From an optimization exercise on the open Yosys and OpenROAD flow, aimed at small area and a short achievable clock period; shortcuts taken in it are not production practice.
In this exercise RTL edits were held to simulation tests only and were not proved equivalent to the original.

== lagoon ==
==> flow/design.v <==
module spfc_packer (
    input  wire        clk,
    input  wire        rst,
    input  wire        in_valid,
    input  wire [1:0]  in_op,
    input  wire [31:0] in_rg,
    input  wire [31:0] in_ba,
    input  wire [15:0] in_pk,
    output reg         out_valid,
    output wire [15:0] out_pk,
    output wire [31:0] out_rg,
    output wire [31:0] out_ba
);
    function [11:0] thr31;
        input [4:0] t;
        integer i, k;
        begin
            thr31 = 12'd2048;
            for (i = 0; i < 32; i = i + 1)
                if (t == i) begin
                    k = (i < 16) ? i + 1 : i;
                    thr31 = (131070 * k - 65535 + 61) / 62 - 2048 * i;
                end
        end
    endfunction
    function [10:0] thr63;
        input [5:0] t;
        integer i, k;
        begin
            thr63 = 11'd1024;
            for (i = 0; i < 64; i = i + 1)
                if (t == i) begin
                    k = (i < 32) ? i + 1 : i;
                    thr63 = (131070 * k - 65535 + 125) / 126 - 1024 * i;
                end
        end
    endfunction
    function ge16;
        input [15:0] a;
        input [15:0] b;
        reg   [15:0] g, p;
        integer l, i, n;
        begin
            g = a & ~b;
            p = a | ~b;
            n = 16;
            for (l = 0; l < 4; l = l + 1) begin
                for (i = 0; i < 8; i = i + 1)
                    if (2 * i + 1 < n) begin
                        g[i] = g[2 * i + 1] | (p[2 * i + 1] & g[2 * i]);
                        p[i] = p[2 * i + 1] & p[2 * i];
                    end else if (2 * i < n) begin
                        g[i] = g[2 * i];
                        p[i] = p[2 * i];
                    end
                n = (n + 1) / 2;
            end
            ge16 = g[0] | p[0];
        end
    endfunction
    function [15:0] su63;
        input [5:0] q;
        integer i;
        begin
            su63 = 16'd0;
            for (i = 0; i < 64; i = i + 1)
                if (q == i)
                    su63 = (131070 * i + 63) / 126;
        end
    endfunction
    wire [15:0] ch_r = in_rg[15:0];
    wire [15:0] ch_g = in_rg[31:16];
    wire [15:0] ch_b = in_ba[15:0];
    wire [15:0] ch_a = in_ba[31:16];
    wire        is_pack = ~in_op[0];
    wire        is_565  = ~in_op[1];
    wire        ge_r   = ge16({5'b0, ch_r[10:0]}, {4'b0, thr31(ch_r[15:11])});
    wire        ge_b   = ge16({5'b0, ch_b[10:0]}, {4'b0, thr31(ch_b[15:11])});
    wire [10:0] thr_g63 = thr63(ch_g[15:10]);
    wire [11:0] thr_g   = is_565 ? {thr_g63[10], ch_g[10] & ~thr_g63[10], thr_g63[9:0]}
                                 : thr31(ch_g[15:11]);
    wire        ge_g    = ge16({5'b0, ch_g[10:0]}, {4'b0, thr_g});
    wire        a_zero = (ch_a == 16'd0);
    wire        r_blk  = ~ge16(ch_r, 16'd1058);
    wire        b_blk  = ~ge16(ch_b, 16'd1058);
    wire        g_blk  = is_565 ? ~ge16(ch_g, 16'd521) : ~ge16(ch_g, 16'd1058);
    wire        blk    = r_blk & g_blk & b_blk;
    wire [4:0]  dec_r = ch_r[15:11] - {4'd0, ch_r[15]};
    wire [4:0]  dec_b = ch_b[15:11] - {4'd0, ch_b[15]};
    wire [5:0]  dec_g = is_565 ? ch_g[15:10] - {5'd0, ch_g[15]}
                               : {1'b0, ch_g[15:11] - {4'd0, ch_g[15]}};
    reg  [15:0] w_q;
    reg         st_r, st_g, st_b;
    reg         m565_q;
    reg         nz_q;
    always @(posedge clk) begin
        if (rst)
            out_valid <= 1'b0;
        else
            out_valid <= in_valid;
    end
    always @(posedge clk) begin
        m565_q <= is_565;
        nz_q   <= in_pk != 16'd0;
        st_r   <= ~a_zero & (ge_r | blk);
        st_g   <= ~a_zero & (ge_g | blk);
        st_b   <= ~a_zero & (ge_b | blk);
        if (is_pack)
            w_q <= (is_565 ? {dec_r, dec_g, dec_b} : {1'b0, dec_r, dec_g[4:0], dec_b})
                   & {16{~a_zero}};
        else
            w_q <= in_pk;
    end
    reg  [15:0] cy;
    integer i;
    always @(*) begin
        cy = 16'd0;
        cy[0] = st_b;
        for (i = 1; i < 5; i = i + 1)
            cy[i] = cy[i - 1] & w_q[i - 1];
        cy[5] = st_g;
        for (i = 6; i < 10; i = i + 1)
            cy[i] = cy[i - 1] & w_q[i - 1];
        cy[10] = m565_q ? (cy[9] & w_q[9]) : st_r;
        cy[11] = m565_q ? st_r : (st_r & w_q[10]);
        for (i = 12; i < 16; i = i + 1)
            cy[i] = cy[i - 1] & w_q[i - 1];
    end
    assign out_pk = w_q ^ cy;
    wire [4:0]  u_r  = m565_q ? w_q[15:11] : w_q[14:10];
    wire [4:0]  u_b  = w_q[4:0];
    wire [15:0] u_g6 = su63(w_q[10:5]);
    wire [4:0]  u_g5 = w_q[9:5];
    wire [15:0] u_g  = m565_q ? u_g6 : {u_g5, u_g5, u_g5, u_g5[4]};
    assign out_rg = {u_g, u_r, u_r, u_r, u_r[4]};
    assign out_ba = {{16{nz_q}}, u_b, u_b, u_b, u_b[4]};
endmodule
clock: 27.0 ns
lec_check: 0
cap_margin: 20
core_margin: 2
core_utilization: 40
slew_margin: 20
standard.sh (not shown) runs the stock make flow with config.mk's settings and CLKGATE_MAP_FILE= SYNTH_SCRIPT=/design/flow/synth_recipe.tcl, a recipe that flattens the netlist after the stock synthesis.
==> flow/flow/run.sh <==
#!/bin/bash
# The standard layout (standard.sh), with plain buf_1 cells as the port
# buffers, and the resizer's setup repair aimed at a margin below the
# clock period so that it shortens the longest paths.
export BUFFER_PORTS_ARGS="-buffer_cell sky130_fd_sc_hd__buf_1"
bash standard.sh SETUP_SLACK_MARGIN=20 finish > standard.log 2>&1
Inputs modified between lagoon and willow:
-- flow/flow/run.sh --
<<< lagoon, line 5
export BUFFER_PORTS_ARGS="-buffer_cell sky130_fd_sc_hd__buf_1"
bash standard.sh SETUP_SLACK_MARGIN=20 finish > standard.log 2>&1
>>> willow, line 5
export BUFFER_PORTS_ARGS="-buffer_cell sky130_fd_sc_hd__buf_1"
bash standard.sh SETUP_SLACK_MARGIN=19.5 finish > standard.log 2>&1
## What came out
- As far as initial antenna violation count is concerned, lagoon and willow perform about the same.
- Diff willow and lagoon: total routed wirelength lower in willow
- Diff lagoon -> willow | post-detailed-route via-to-cell ratio | down slightly

## what the ideal ports hide
How much do the figures lean on ideal ports? The routed layouts below were timed once more, with nothing changed but the port constraints. Step 1, drivers: a clkbuf_16 drives clk and a buf_2 each remaining input, both assumed. Step 2 adds t to the input delays and takes it off the output delays; t is the mean of the earliest and latest rising clock arrival at the registers after step 1. Input paths then give back, and output paths get back, about the clock's delay inside the block. a / b / c = ideal ports / drivers / drivers and shift; a / b = the first two.
run | t (ns) | setup slack, ns | worst hold slack (ns) | worst setup path at the end
lagoon | 0.290 | 19.759 / 19.730 / 19.766 | 5.275 / 5.268 / 5.558 | input to register
willow | 0.291 | 19.612 / 19.583 / 19.349 | 5.276 / 5.268 / 5.559 | input to register
After both steps every run listed still meets setup and hold. For willow, which loses most, drivers alone change the setup slack by -0.029 ns; drivers and shift together by -0.263 ns.
